This design comes from an exercise in tuning for small area, a short achievable clock period and few clock cycles on the open sky130 flow, not from production work. In this exercise RTL edits were held to simulation tests only and were not proved equivalent to the original. Power is estimated from default activity; no workload was simulated.

**flow/design.v**
```verilog
module h1_t32 (
    input  wire [31:0] y,
    output wire [31:0] t
);
    wire g0 = y[2] ^ y[7];
    wire g1 = y[0] ^ y[22];
    wire g2 = y[1] ^ y[23];
    wire g3 = y[3] ^ y[21];
    wire g4 = y[4] ^ g1;
    wire g5 = y[12] ^ y[28];
    wire g6 = y[25] ^ y[31];
    wire g7 = y[24] ^ y[29];
    wire g8 = y[11] ^ y[27];
    wire g9 = y[14] ^ y[30];
    wire g10 = y[10] ^ y[26];
    wire g11 = y[5] ^ y[8];
    wire g12 = y[6] ^ y[9];
    wire g13 = y[17] ^ g7;
    wire g14 = y[13] ^ y[18];
    wire g15 = y[15] ^ y[19];
    wire g16 = y[20] ^ g0;
    wire g17 = y[4] ^ y[24];
    wire g18 = y[16] ^ y[23];
    wire g19 = y[25] ^ g12;
    wire g20 = y[19] ^ y[29];
    wire g21 = y[7] ^ y[16];
    wire g22 = g2 ^ g10;
    wire g23 = y[26] ^ g14;
    wire g24 = g5 ^ g8;
    wire g25 = y[0] ^ g3;
    wire g26 = g6 ^ g9;
    wire g27 = g0 ^ g3;
    wire g28 = y[3] ^ y[10];
    wire g29 = y[17] ^ y[31];
    wire g30 = y[5] ^ y[15];
    wire g31 = y[9] ^ y[27];
    wire g32 = y[2] ^ y[20];
    wire g33 = y[2] ^ y[18];
    wire g34 = y[6] ^ g2;
    wire g35 = y[12] ^ g11;
    wire g36 = y[22] ^ g15;
    wire g37 = g6 ^ g24;
    wire g38 = y[30] ^ g23;
    wire g39 = y[11] ^ y[15];
    wire g40 = y[28] ^ y[31];
    wire g41 = y[5] ^ y[14];
    wire g42 = y[0] ^ y[13];
    wire g43 = y[5] ^ y[6];
    wire g44 = y[3] ^ y[26];
    wire g45 = y[3] ^ y[7];
    wire g46 = g18 ^ g32;
    wire g47 = y[30] ^ g8;
    wire g48 = y[14] ^ g11;
    wire g49 = y[27] ^ g20;
    wire g50 = g8 ^ g21;
    wire g51 = y[28] ^ g17;
    wire g52 = y[29] ^ g5;
    wire g53 = y[19] ^ g31;
    wire g54 = g30 ^ g33;
    wire g55 = y[8] ^ g40;
    wire g56 = y[13] ^ g9;
    wire g57 = g15 ^ g29;
    wire g58 = g12 ^ g18;
    wire g59 = g0 ^ g41;
    wire g60 = y[21] ^ g4;
    wire g61 = g13 ^ g19;
    wire g62 = y[25] ^ g13;
    wire g63 = y[11] ^ g4;
    wire g64 = g14 ^ g26;
    wire g65 = g4 ^ g57;
    wire g66 = g16 ^ g35;
    wire g67 = g13 ^ g56;
    wire g68 = y[16] ^ g16;
    wire g69 = g10 ^ g27;
    wire g70 = g34 ^ g68;
    wire g71 = y[8] ^ g38;
    assign t[0] = y[8] ^ g44 ^ g4 ^ g70;
    assign t[1] = y[17] ^ g2 ^ g11 ^ g17 ^ g31 ^ g27;
    assign t[2] = y[24] ^ y[28] ^ g11 ^ g28 ^ g33 ^ g4 ^ g19;
    assign t[3] = y[4] ^ y[5] ^ y[11] ^ g20 ^ g45 ^ g19 ^ g22;
    assign t[4] = y[6] ^ g10 ^ g17 ^ g47 ^ g66;
    assign t[5] = y[7] ^ y[13] ^ g11 ^ g12 ^ g25 ^ g37;
    assign t[6] = y[9] ^ y[14] ^ g28 ^ g42 ^ g46 ^ g52;
    assign t[7] = y[1] ^ y[4] ^ y[10] ^ g3 ^ g39 ^ g67;
    assign t[8] = y[12] ^ y[16] ^ g26 ^ g54 ^ g63;
    assign t[9] = y[13] ^ g65 ^ g66;
    assign t[10] = y[9] ^ g23 ^ g59 ^ g60;
    assign t[11] = y[27] ^ g28 ^ g34 ^ g36 ^ g48;
    assign t[12] = g39 ^ g16 ^ g51 ^ g58;
    assign t[13] = y[10] ^ g21 ^ g25 ^ g35 ^ g62;
    assign t[14] = y[1] ^ y[17] ^ g19 ^ g63 ^ g71;
    assign t[15] = y[12] ^ y[18] ^ y[31] ^ g22 ^ g53 ^ g59;
    assign t[16] = y[13] ^ g22 ^ g36 ^ g50 ^ g51;
    assign t[17] = g24 ^ g46 ^ g48 ^ g62;
    assign t[18] = y[15] ^ g5 ^ g25 ^ g38 ^ g61;
    assign t[19] = y[1] ^ g10 ^ g21 ^ g4 ^ g49 ^ g64;
    assign t[20] = y[3] ^ y[28] ^ g9 ^ g43 ^ g50 ^ g65;
    assign t[21] = g1 ^ g29 ^ g44 ^ g52 ^ g54;
    assign t[22] = y[22] ^ g16 ^ g49 ^ g71;
    assign t[23] = y[20] ^ y[23] ^ g9 ^ g25 ^ g53 ^ g55;
    assign t[24] = y[15] ^ g7 ^ g55 ^ g58 ^ g69;
    assign t[25] = g32 ^ g22 ^ g47 ^ g61;
    assign t[26] = y[18] ^ y[24] ^ y[30] ^ g37 ^ g69;
    assign t[27] = g20 ^ g42 ^ g37 ^ g70;
    assign t[28] = y[6] ^ g5 ^ g18 ^ g60 ^ g67;
    assign t[29] = y[7] ^ g1 ^ g2 ^ g30 ^ g13 ^ g64;
    assign t[30] = y[18] ^ y[20] ^ g17 ^ g45 ^ g26 ^ g36;
    assign t[31] = y[1] ^ g1 ^ g6 ^ g15 ^ g43 ^ g27;
endmodule
module h1_crc8 (
    input  wire [31:0] crc_in,
    input  wire [7:0]  data,
    output wire [31:0] crc_out
);
    wire [7:0] x = crc_in[7:0] ^ data;
    wire h0 = x[1] ^ x[7];
    wire h1 = x[0] ^ x[4];
    wire h2 = x[2] ^ x[3];
    wire h3 = x[5] ^ x[6];
    wire h4 = x[3] ^ x[4];
    wire h5 = x[1] ^ x[2];
    wire h6 = h2 ^ h3;
    wire h7 = x[6] ^ h0;
    wire h8 = x[2] ^ x[5];
    wire h9 = x[6] ^ x[7];
    wire h10 = x[0] ^ x[1];
    wire h11 = h1 ^ h2;
    wire h12 = x[0] ^ h3;
    wire h13 = h4 ^ h9;
    wire h14 = x[7] ^ h8;
    wire h15 = h0 ^ h4;
    wire h16 = h1 ^ h3;
    wire h17 = x[1] ^ h1;
    assign crc_out[0] = crc_in[8] ^ x[2];
    assign crc_out[1] = crc_in[9] ^ x[0] ^ x[3];
    assign crc_out[2] = crc_in[10] ^ h17;
    assign crc_out[3] = crc_in[11] ^ x[5] ^ h5;
    assign crc_out[4] = crc_in[12] ^ x[0] ^ x[6] ^ h2;
    assign crc_out[5] = crc_in[13] ^ h15;
    assign crc_out[6] = crc_in[14] ^ x[4] ^ x[5];
    assign crc_out[7] = crc_in[15] ^ h12;
    assign crc_out[8] = crc_in[16] ^ h7;
    assign crc_out[9] = crc_in[17] ^ x[7];
    assign crc_out[10] = crc_in[18] ^ x[2];
    assign crc_out[11] = crc_in[19] ^ x[3];
    assign crc_out[12] = crc_in[20] ^ h1;
    assign crc_out[13] = crc_in[21] ^ x[5] ^ h10;
    assign crc_out[14] = crc_in[22] ^ x[6] ^ h5;
    assign crc_out[15] = crc_in[23] ^ x[7] ^ h2;
    assign crc_out[16] = crc_in[24] ^ h11;
    assign crc_out[17] = crc_in[25] ^ x[3] ^ x[5] ^ h17;
    assign crc_out[18] = crc_in[26] ^ h5 ^ h16;
    assign crc_out[19] = crc_in[27] ^ h0 ^ h6;
    assign crc_out[20] = crc_in[28] ^ h13;
    assign crc_out[21] = crc_in[29] ^ x[4] ^ h14;
    assign crc_out[22] = crc_in[30] ^ h6;
    assign crc_out[23] = crc_in[31] ^ h13;
    assign crc_out[24] = h1 ^ h14;
    assign crc_out[25] = h10 ^ h6;
    assign crc_out[26] = h7 ^ h11;
    assign crc_out[27] = x[5] ^ h15;
    assign crc_out[28] = h16;
    assign crc_out[29] = h0 ^ h12;
    assign crc_out[30] = x[0] ^ h7;
    assign crc_out[31] = h0;
endmodule
module h1_codec (
    input  wire        clk,
    input  wire        rst,
    input  wire        cmd_valid,
    output wire        cmd_ready,
    input  wire [3:0]  cmd_code,
    input  wire        cmd_is_server,
    input  wire [2:0]  cmd_n,
    input  wire [15:0] cmd_len,
    input  wire [31:0] cmd_a,
    input  wire [31:0] cmd_b,
    input  wire        din_valid,
    output wire        din_ready,
    input  wire [31:0] din_data,
    output wire        rsp_valid,
    input  wire        rsp_ready,
    output wire [2:0]  rsp_status,
    output wire [31:0] rsp_data,
    output wire [31:0] rsp_data2,
    output wire [4:0]  rsp_info
);
    localparam [3:0] C_CFG_LOAD = 4'h1, C_CFG_READ = 4'h2, C_SEQ_DIST = 4'h5,
                     C_CRC_COMPUTE = 4'h6, C_CRC_VERIFY = 4'h7;
    localparam [2:0] ST_OK = 3'd0, ST_TRUNCATED = 3'd2, ST_INVALID = 3'd6,
                     ST_ILLEGAL = 3'd7;
    reg        cfg_vld;
    reg        cfg_srv;
    reg [31:0] cfg_proto;
    reg [31:0] cfg_seed;
    reg [2:0]  cfg_len;
    reg        s_idle, s_data, s_exec, s_exec2, s_resp, s_pend;
    reg        op_crc, op_ver, op_seq, op_load, op_read;
    reg [2:0]  nreg;         
    reg        drain;        
    reg [2:0]  err;
    reg [31:0] crc_n;
    reg [31:0] dreg;         
    reg        dvalid;       
    reg        dfull, dseed;
    reg [1:0]  dlane;        
    reg [15:0] rem_proc;     
    reg        ok_r;
    reg        c_full;       
    reg        c_byte;       
    reg        c_trl;        
    reg        d_last;       
    reg        seq_neg, seq_eq, seq_bo;
    reg [1:0]  trl_idx;      
    reg        rsp_valid_r, cmd_ready_r, din_ready_r;
    reg [2:0]  rsp_status_r;
    reg [4:0]  rsp_info_r;
    reg        sel_cfg, rsp_is_read;
    assign cmd_ready  = cmd_ready_r;
    assign din_ready  = din_ready_r;
    assign rsp_valid  = rsp_valid_r;
    assign rsp_status = rsp_status_r;
    assign rsp_info   = rsp_info_r;
    assign rsp_data   = crc_n;
    assign rsp_data2  = {32{sel_cfg}} & cfg_proto;
    wire take     = cmd_valid & cmd_ready_r;
    wire rtake    = rsp_valid_r & rsp_ready;
    wire din_fire = din_valid & din_ready_r;
    function automatic mgt(input [4:0] a, input [4:0] b);
        integer i;
        reg r, e;
        begin
            r = 1'b0;
            e = 1'b1;
            for (i = 4; i >= 0; i = i - 1) begin
                r = r | (e & a[i] & !b[i]);
                e = e & !(a[i] ^ b[i]);
            end
            mgt = r;
        end
    endfunction
    function automatic gtn(input [3:0] u, input [2:0] n, input [4:0] c);
        gtn = (n == 3'd0) ? mgt({1'b0, u}, c) :
              (n == 3'd1) ? mgt({1'b0, u}, c + 5'd1) :
              (n == 3'd2) ? mgt({1'b0, u}, c + 5'd2) :
              (n == 3'd3) ? mgt({1'b0, u}, c + 5'd3) : mgt({1'b0, u}, c + 5'd4);
    endfunction
    function automatic [13:0] dec14(input [13:0] x);
        integer i;
        begin
            for (i = 0; i < 14; i = i + 1)
                dec14[i] = x[i] ^ ((x & ((14'd1 << i) - 14'd1)) == 14'd0);
        end
    endfunction
    wire i_load = (cmd_code == C_CFG_LOAD);
    wire i_read = (cmd_code == C_CFG_READ);
    wire i_seq  = (cmd_code == C_SEQ_DIST);
    wire i_crc  = (cmd_code == C_CRC_COMPUTE) || (cmd_code == C_CRC_VERIFY);
    wire i_ver  = (cmd_code == C_CRC_VERIFY);
    wire i_nbad = cmd_n[2] && (cmd_n[1] || cmd_n[0]);
    wire i_short = (cmd_len[15:3] == 13'd0) && mgt({2'b00, cmd_n}, {2'b00, cmd_len[2:0]});
    wire i_drain = i_ver && (i_nbad || i_short || (cmd_n == 3'd0));
    wire [2:0] i_err = !i_ver ? ST_OK : i_nbad ? ST_INVALID : i_short ? ST_TRUNCATED : ST_OK;
    wire [2:0] i_status = i_load ? (i_nbad ? ST_INVALID : ST_OK) : ST_ILLEGAL;
    wire [4:0] cfg_info = {cfg_vld && (cfg_len != 3'd0), cfg_vld ? cfg_len : 3'd0,
                           cfg_vld && cfg_srv};
    wire [31:0] cfg_seed_v = cfg_vld ? cfg_seed : 32'd0;
    wire i_len_nz = (cmd_len != 16'd0);
    wire direct   = !s_resp || rsp_ready;
    wire t_direct = take && direct;
    wire go_n     = s_pend && rsp_ready;             
    wire [31:0] crc = ~crc_n;
    wire [31:0] t32_out;
    h1_t32 u_t32 (.y(crc ^ dreg), .t(t32_out));
    wire [31:0] byte_out;
    h1_crc8 u_crc8 (.crc_in(crc), .data(dreg[7:0]), .crc_out(byte_out));
    wire [7:0]  crc_sel  = crc_n[8 * trl_idx +: 8];
    wire        trl_eq   = (dreg[7:0] == crc_sel);
    wire        ok_next  = ok_r && !(c_trl && !trl_eq);
    wire        full_now = dvalid && dfull;
    wire        byte_now = dvalid && !dfull;
    wire        hi_nz    = (rem_proc[15:4] != 12'd0);
    wire [3:0]  lo       = rem_proc[3:0];
    wire        proc_gt4 = hi_nz || mgt({1'b0, lo}, 5'd4);
    wire        dec4     = full_now && !dseed;
    wire        wdone    = full_now || (byte_now && ((dlane == 2'd3) || (lo[2:0] == 3'd1)));
    wire [13:0] hi_dec   = dec14(rem_proc[15:2]);
    wire [13:0] lo_dec   = dec14({10'd0, lo});
    wire [15:0] proc_nx  = dec4 ? (proc_gt4 ? {hi_dec, rem_proc[1:0]} : 16'd0) :
                           byte_now ? {12'd0, lo_dec[3:0]} : rem_proc;
    wire        ge_n4_0  = hi_nz || gtn(lo, nreg, 5'd3);
    wire        ge_n4_1  = hi_nz || gtn(lo, nreg, 5'd4);
    wire        ge_n4_4  = hi_nz || gtn(lo, nreg, 5'd7);
    wire        gt_n_0   = gtn(lo, nreg, 5'd0);
    wire        gt_n_1   = gtn(lo, nreg, 5'd1);
    wire        gt_n_4   = gtn(lo, nreg, 5'd4);
    wire        eq1_0    = (lo[2:0] == 3'd1);
    wire        eq1_1    = (lo[2:0] == 3'd2);
    wire        eq1_4    = (lo[2:0] == 3'd5);
    wire        nf_full  = drain || (dec4 ? ge_n4_4 : byte_now ? ge_n4_1 : ge_n4_0);
    wire        cov_n    = dec4 ? gt_n_4 : byte_now ? gt_n_1 : gt_n_0;
    wire        one_n    = dec4 ? eq1_4 : byte_now ? eq1_1 : eq1_0;
    wire        data_end = d_last;
    wire        gt_1     = hi_nz || mgt({1'b0, lo}, 5'd1);
    wire        gt_5     = hi_nz || mgt({1'b0, lo}, 5'd5);
    wire        gt_8     = hi_nz || mgt({1'b0, lo}, 5'd8);
    wire        pnz      = hi_nz || (lo != 4'd0);
    wire        need_f   = dec4 ? gt_8 : byte_now ? gt_5 : proc_gt4;
    wire        need_e   = dec4 ? proc_gt4 : byte_now ? gt_1 : pnz;
    wire        dvalid_n = dvalid && !wdone;
    wire [1:0]  dlane_n  = byte_now ? {dlane[1] ^ dlane[0], !dlane[0]} : dlane;
    wire        need_c   = (dlane_n == 2'd0) ? mgt({1'b0, lo}, 5'd5) :
                           (dlane_n == 2'd1) ? mgt({1'b0, lo}, 5'd4) :
                           (dlane_n == 2'd2) ? mgt({1'b0, lo}, 5'd3) : mgt({1'b0, lo}, 5'd2);
    wire        c_full_n = 1'b0;                      
    wire        c_byte_n = dvalid_n && cov_n;
    wire        c_trl_n  = dvalid_n && !cov_n;
    wire        c_full_f = nf_full && !drain;
    wire        c_byte_f = !nf_full && cov_n;
    wire        c_trl_f  = !nf_full && !cov_n;
    wire        rdy_n    = s_data && !data_end &&
                           (dvalid_n ? (need_c && ((dlane_n == 2'd3) || one_n)) : need_e);
    wire        rdy_f    = need_f && nf_full;
    wire [8:0]  seq_lo   = {1'b0, rem_proc[7:0]} - {1'b0, dreg[7:0]};
    wire [7:0]  seq_hi   = rem_proc[15:8] - dreg[15:8] - {7'd0, seq_bo};
    wire        seq_lt   = (rem_proc[14:0] < dreg[14:0]);
    wire        seq_ne   = (rem_proc[14:0] != dreg[14:0]);
    wire crc_hold = !(c_full || c_byte || s_exec2 || (s_exec && op_read) ||
                      s_idle || rtake || (c_trl && d_last));
    wire rp_hold = !(cmd_ready_r || s_data || (s_exec && op_seq));
    wire d_shift = byte_now && !din_ready_r && !cmd_ready_r;
    wire d_hold  = !(cmd_ready_r || din_ready_r || byte_now);
    wire s_data_nx  = t_direct ? i_crc : (s_data && !data_end) || (go_n && op_crc);
    wire s_exec_nx  = t_direct ? (i_seq || i_read) : (go_n && !op_crc);
    wire s_exec2_nx = s_exec && op_seq;
    wire s_pend_nx  = (take && !direct) || (s_pend && !rsp_ready);
    wire s_resp_nx  = t_direct ? !i_crc && !i_seq && !i_read :
                      !take && ((s_data && data_end) || (s_exec && !op_seq) || s_exec2 ||
                                (s_resp && !rsp_ready));
    wire s_idle_nx  = !take && (s_idle || (s_resp && rsp_ready));
    always @(posedge clk) begin
        if (rst) begin
            cfg_vld      <= 1'b0;
            s_idle       <= 1'b1;
            s_data       <= 1'b0;
            s_exec       <= 1'b0;
            s_exec2      <= 1'b0;
            s_resp       <= 1'b0;
            s_pend       <= 1'b0;
            dvalid       <= 1'b0;
            rsp_valid_r  <= 1'b0;
            cmd_ready_r  <= 1'b0;
            din_ready_r  <= 1'b0;
            c_full       <= 1'b0;
            c_byte       <= 1'b0;
            c_trl        <= 1'b0;
            d_last       <= 1'b0;
        end else begin
            s_idle      <= s_idle_nx;
            s_data      <= s_data_nx;
            s_exec      <= s_exec_nx;
            s_exec2     <= s_exec2_nx;
            s_resp      <= s_resp_nx;
            s_pend      <= s_pend_nx;
            rsp_valid_r <= s_resp_nx || s_pend_nx;
            if (take)
                d_last <= t_direct && i_crc && !i_len_nz;
            else if (go_n)
                d_last <= op_crc && !pnz;
            else if (din_fire)
                d_last <= nf_full ? !need_f : one_n;
            else
                d_last <= dvalid_n && one_n && s_data && !data_end;
            if (take) begin
                dvalid <= t_direct && i_crc;
                c_full <= t_direct && i_crc && !i_drain;
                c_byte <= 1'b0;
                c_trl  <= 1'b0;
            end else if (go_n) begin
                dvalid <= op_crc;
                c_full <= op_crc && !drain;
                c_byte <= 1'b0;
                c_trl  <= 1'b0;
            end else if (din_fire) begin
                dvalid <= 1'b1;
                c_full <= c_full_f;
                c_byte <= c_byte_f;
                c_trl  <= c_trl_f;
            end else begin
                dvalid <= dvalid_n;
                c_full <= c_full_n;
                c_byte <= c_byte_n;
                c_trl  <= c_trl_n;
            end
            if (take)
                din_ready_r <= t_direct && i_crc && i_len_nz;
            else if (go_n)
                din_ready_r <= op_crc && pnz;
            else if (din_fire)
                din_ready_r <= rdy_f;
            else
                din_ready_r <= rdy_n;
            if (take && i_load && !i_nbad)
                cfg_vld <= 1'b1;
            if (data_end) begin
                rsp_status_r <= err;
                rsp_info_r   <= {4'd0, op_ver && (err == ST_OK) && ok_next};
                sel_cfg      <= 1'b0;
                rsp_is_read  <= 1'b0;
            end
            if (s_exec) begin
                rsp_status_r <= op_load ? ((nreg > 3'd4) ? ST_INVALID : ST_OK) :
                                (op_read || op_seq) ? ST_OK : ST_ILLEGAL;
                rsp_info_r   <= op_read ? cfg_info : 5'd0;
                sel_cfg      <= op_read && cfg_vld;
                rsp_is_read  <= op_read;
            end
            if (s_exec2)
                rsp_info_r   <= {2'b00, seq_neg, seq_eq, !seq_neg && !seq_eq};
            if (t_direct && !i_crc && !i_seq && !i_read) begin
                rsp_status_r <= i_status;
                rsp_info_r   <= 5'd0;
                sel_cfg      <= 1'b0;
                rsp_is_read  <= 1'b0;
            end
            if (take)
                cmd_ready_r <= t_direct && !i_crc && !i_seq && !i_read;
            else if (s_data)
                cmd_ready_r <= data_end;
            else if (s_exec)
                cmd_ready_r <= !op_read && !op_seq;
            else if (s_exec2)
                cmd_ready_r <= 1'b1;
            else if (s_resp)
                cmd_ready_r <= rsp_ready || !rsp_is_read;
            else if (s_idle)
                cmd_ready_r <= 1'b1;
            else
                cmd_ready_r <= 1'b0;
        end
        crc_n <= ({32{c_full}} & ~t32_out) |
                 ({32{c_byte}} & ~byte_out) |
                 ({32{s_exec2}} & {{16{seq_neg}}, seq_hi, rem_proc[7:0]}) |
                 ({32{s_exec && op_read}} & cfg_seed_v) |
                 ({32{crc_hold}} & crc_n);
        rem_proc <= ({16{cmd_ready_r}} & (i_seq ? cmd_b[15:0] : cmd_len)) |
                    ({16{s_data}} & proc_nx) |
                    ({16{s_exec && op_seq}} & {rem_proc[15:8], seq_lo[7:0]}) |
                    ({16{rp_hold}} & rem_proc);
        dreg     <= ({32{cmd_ready_r}} & cmd_a) |
                    ({32{din_ready_r}} & din_data) |
                    ({32{d_shift}} & {8'd0, dreg[31:8]}) |
                    ({32{d_hold}} & dreg);
        if (take && i_load && !i_nbad) begin
            cfg_srv   <= cmd_is_server;
            cfg_proto <= cmd_b;
            cfg_seed  <= cmd_a;
            cfg_len   <= cmd_n;
        end
        trl_idx <= {proc_nx[1] ^ !proc_nx[0], !proc_nx[0]};
        if (s_exec) begin
            seq_neg <= (rem_proc[15] ^ dreg[15] ^ seq_lt) && seq_ne;
            seq_eq <= (rem_proc == dreg[15:0]);
            seq_bo <= seq_lo[8];
        end
        if (cmd_ready_r) begin
            op_crc   <= i_crc;
            op_ver   <= i_ver;
            op_seq   <= i_seq;
            op_load  <= i_load;
            op_read  <= i_read;
            err      <= i_err;
            nreg     <= (i_crc && !i_ver) ? 3'd0 : cmd_n;
            drain    <= i_drain;
            ok_r     <= 1'b1;
            dfull    <= 1'b1;
            dseed    <= 1'b1;
            dlane    <= 2'd0;
        end else begin
            if (s_data)
                ok_r     <= ok_next;
            if (din_ready_r) begin
                dfull    <= nf_full;
                dseed    <= 1'b0;
                dlane    <= 2'd0;
            end else if (byte_now) begin
                dlane    <= dlane_n;
            end
        end
    end
endmodule
```
**flow/flow/run.sh**
```bash
#!/bin/bash
# Layout flow: the standard flow (standard.sh: ORFS synthesis to the
# final layout, unchanged), with the I/O port buffers that global placement
# inserts made from sky130_fd_sc_hd__buf_1 instead of the resizer's default
# pick. Every port still gets its own buffer. The full output of the ORFS
# run goes to flow_standard.log in this folder; each tool's own log is kept
# by ORFS under orfs/logs/.
set -euo pipefail
export BUFFER_PORTS_ARGS="-buffer_cell sky130_fd_sc_hd__buf_1"
bash standard.sh > flow_standard.log 2>&1
```
**flow/standard.sh**
```bash
#!/bin/bash
# synth_recipe.tcl (not shown) runs the flow's synth.tcl, then flattens the netlist and writes it again
# the make line also repeats each setting of config.mk as NAME=value (left out here)
make -C /OpenROAD-flow-scripts/flow DESIGN_CONFIG=/design/flow/config.mk WORK_HOME=/design/flow/orfs CLKGATE_MAP_FILE= SYNTH_SCRIPT=/design/flow/synth_recipe.tcl "${@:-finish}"
```
**flow/config.mk**
```make
export PLATFORM = sky130hd
export DESIGN_NAME = h1_codec
export DESIGN_NICKNAME = h1_codec
export VERILOG_FILES = /design/flow/design.v
export SDC_FILE = /design/flow/constraint.sdc
export NUM_CORES = 4
export LEC_CHECK = 0
export ABC_CLOCK_PERIOD_IN_PS = 2000
export CAP_MARGIN = 20
export CORE_MARGIN = 2
export CORE_UTILIZATION = 40
export PLACE_DENSITY = 0.6
export SETUP_SLACK_MARGIN = 2.55
export SLEW_MARGIN = 20
```
**flow/constraint.sdc**
```tcl
create_clock -name core_clock -period 5.0 [get_ports {clk}]
set_input_delay 1.0000 -clock core_clock [delete_from_list [all_inputs] [get_ports {clk}]]
set_output_delay 1.0000 -clock core_clock [all_outputs]
set_load 0.01 [all_outputs]
```
==> run summary <==
worst min-delay path: cells and delay by family, from the launching register on:
family | cells | cell delay [ps]
flip-flops | 1 | 330
AND/OR/NAND/NOR | 2 | 130
where the power goes:
part	leakage, nW	switching (mW)	internal (mW)	total [mW]
Sequential	1.69	0.494	1.87	2.37
Clock	0.292	0.676	0.752	1.43
Combinational	3.51	5.17	4.21	9.38
per-stage QoR:
step           total power [mW]  instances  setup slack (ps)  utilization [%]
2_1_floorplan              8.41       1276              2550                -
3_3_place_gp               10.7       1829              1950             44.1
3_5_place_dp               10.6       1829              1870             44.1
4_1_cts                    12.5       1884              2500             47.8
5_1_grt                    13.7       1902              2470             49.3
6_report                   13.2       1902              2490             49.3
worst paths after layout:
check	startpoint	end	slack (ps)	cells after the start
max reg2reg	dreg[15]	crc_n[16]	2490	7
max	dreg[15]	crc_n[16]	2490	7
min	cfg_vld	cfg_vld	480	2
min reg2reg	cfg_vld	cfg_vld	480	2
flip-flops by register name, summed over array words and instances (netlist names), 3 cells and up:
| name | cells |
|---|---|
| rsp_info_r | 5 |
| cfg_len | 3 |
| crc_n | 32 |
| rsp_status_r | 3 |
| cfg_proto | 32 |
| nreg | 3 |
| rem_proc | 16 |
| cfg_seed | 32 |
| dreg | 32 |
layer usage:
layer	GRT usage, %	part of all wire [%]	vias to the layer above	wire length (um)
met1	36.9	43	5426	19900
li1	-	-	5028	-
met4	8.45	3.3	0	1520
met3	5.23	8.7	97	4010
met2	41.7	45	585	20600
met5	0	0	-	0
final cells by class:
class / count / area, um^2 / area share [%]
flip-flops and latches: 194 / 4850 / 31.2
well taps: 402 / 503 / 3.24
repair inverters: 1 / 5.00 / 0.0322
inverters: 61 / 236 / 1.52
repair buffers: 248 / 1200 / 7.74
clock inverters: 15 / 170 / 1.10
clock buffers: 17 / 425 / 2.74
multi-input cells: 964 / 8130 / 52.4
cell families after synthesis:
group           count (synthesis)  share of synthesized area (%)
mux                            27                           3.07
fa+ha+maj                      45                           4.57
xor+xnor                      310                           23.8
simple gates                  279                           10.9
compound gates                301                           16.3
buf+inv                       120                           3.68
flops                         194                           37.6
what timing repair did:
item | 4_1_cts | 5_1_grt
resized for setup | 58 | 63
pin swaps | 12 | 13
setup buffers | 21 | 16
gates cloned | 2 | 2
setup endpoints to repair | 172 | 122
cell usage in the layout, fill, tap and decap left out, drive strengths merged, types with 6 or more instances in the layout:
cell	netlist	layout
nand2b	11	11
mux2	17	17
nand4	8	8
a21oi	75	75
nor2b	9	9
dfxtp	102	102
and2	41	41
mux4	8	8
nand3	14	14
clkbuf	46	20
xor2	72	72
nor4	8	8
clkinv	0	6
a221oi	13	13
xnor2	236	236
o21ai	67	67
a21o	8	8
a22oi	22	22
and3	9	11
o21a	6	6
edfxtp	92	92
a222oi	27	27
nor2	53	53
ha	41	41
inv	61	65
nand2	86	86
a221o	19	19
o211ai	15	15
o221ai	16	16
nor3	16	16
buf	10	245
==> out/summary.txt <==
run status = complete, no violations
final max-slew violation count = 0
total CTS buffers = 17
Crit Path Category = flip-flop to flip-flop
max incr delay on CP = 580 ps
RSZ-0062 raised after global routing = true
# fillers = 2,863
largest area contributor in the netlist = edfxtp_1
Cell variety after synth = 70
Seq/Total Area, Yosys = 37.6%
ys async rst share = 0%
max-cap violation count = 0
CP required = 5330 ps
drt drc = 0
DRT antenna net count = 0
PortBufs = 199
critical path arrival = 2840 ps
initial antenna violation count = 0
Tcrit/Tclk final = 50.2%
ant diodes = 0
Critical Path Start Type = flip-flop
hold crit path type = flip-flop to flip-flop
Final Critical Period = 2510 ps
Site Rows = 65
cell area after synthesis = 12,800 um^2
Total GRT Usage = 26.6%
normalized max-slew margin = 43.3%
iteration-0 DRC count of the detailed router = 1,250
Ports = 200
share of cells above drive strength 1 = 15.1%
Initial Utilization = 40.5%
CTS Hold Buffers Added = 0
CTS tree = built
die area = 33,400 um^2
H-tree levels = 4
Hold Vio Cnt, Final = 0
Post-synth EDFFs = 92
Worst Tran Pin Value = 851 ps
die height = 183 um
worst skew pair latency = 450 ps
die width = 183 um
Sink Count = 194
pwr/cell area = 849 nW/um^2
synth top area cells = edfxtp_1, dfxtp_1, xnor2_1
Mapped Cells = 1,276
iteration count of the initial detailed-routing pass = 6
FMAX = 398 MHz
Yosys reg bits = 194
clk root buf = clkbuf_16
syn_area_per_cell = 10.0 um^2
fin area = 15,500 um^2
clk slew on worst S/H paths = 80 ps
Layout Nets = 1,656
Worst Skew = 11.4 ps
cell with the most instances after synthesis = xnor2_1
DP HPWL = 33.5 mm
GPL Wtd Cong = 0.980
vias in the first global route = 10,400
Leak = 5.49 nW
YS warnings = 1
wire length of the first global-routing pass = 66.0 mm
CP Max Fanout = 5
maximum VDD drop = 0.618 mV
Slowest-stage cell, CP = dfxtp_1
post-synth top area share = 21.6%
Synth Net Count = 1,445
cells along the critical path = xnor2_4 -> xor2_1 -> xnor2_2 -> xor2_1 -> xnor2_1 -> xnor2_1 -> a221o_1
worst hold slack = 484 ps
Routed WL per cell = 24.2 um
vias per cell = 5.85
delay-heaviest family, CP = XOR/XNOR gates
Setup Viol. Count Final = 0
Routed WL = 46.0 mm
CP endpoint kind = flip-flop
Post-synth top cells = xnor2_1, dfxtp_1, edfxtp_1, nand2_1, a21oi_1
setup TNS = 0 ps
core area = 31,500 um^2
largest net degree at the start of global routing = 44
Synth Flop Type = dfxtp_1
Layout area overhead = 21.6%
crit path buf inv count = 0
Max Root-Sink Buffers = 2
dpl cell area = 13,900 um^2
GRT Residual Overflow = 0
via count = 11,100
Testbench counts, summed over its fixed seeds: cycles 77,486.

## separate check: timing with driven ports
How much do the figures lean on ideal ports? The routed layout below was timed once more, with nothing changed but the port constraints. Step 1, drivers: a clkbuf_16 drives clk and a buf_2 each remaining input, both assumed. Step 2 adds t to the input delays and takes it off the output delays; t is the mean of the earliest and latest rising clock arrival at the registers after step 1. Input paths then give back, and output paths get back, about the clock's delay inside the block. a / b / c = ideal ports / drivers / drivers and shift; a / b = the first two.
t (ns): 0.498
setup WS [ns]: 2.490 / 2.490 / 2.108
latest minus earliest clock arrival (ns): 0.013 / 0.013
worst data-port slew with drivers (ns): 0.05
After both steps this run still meets setup and hold. The setup slack of this run moves by 0.000 ns with the drivers and by -0.382 ns with both steps.
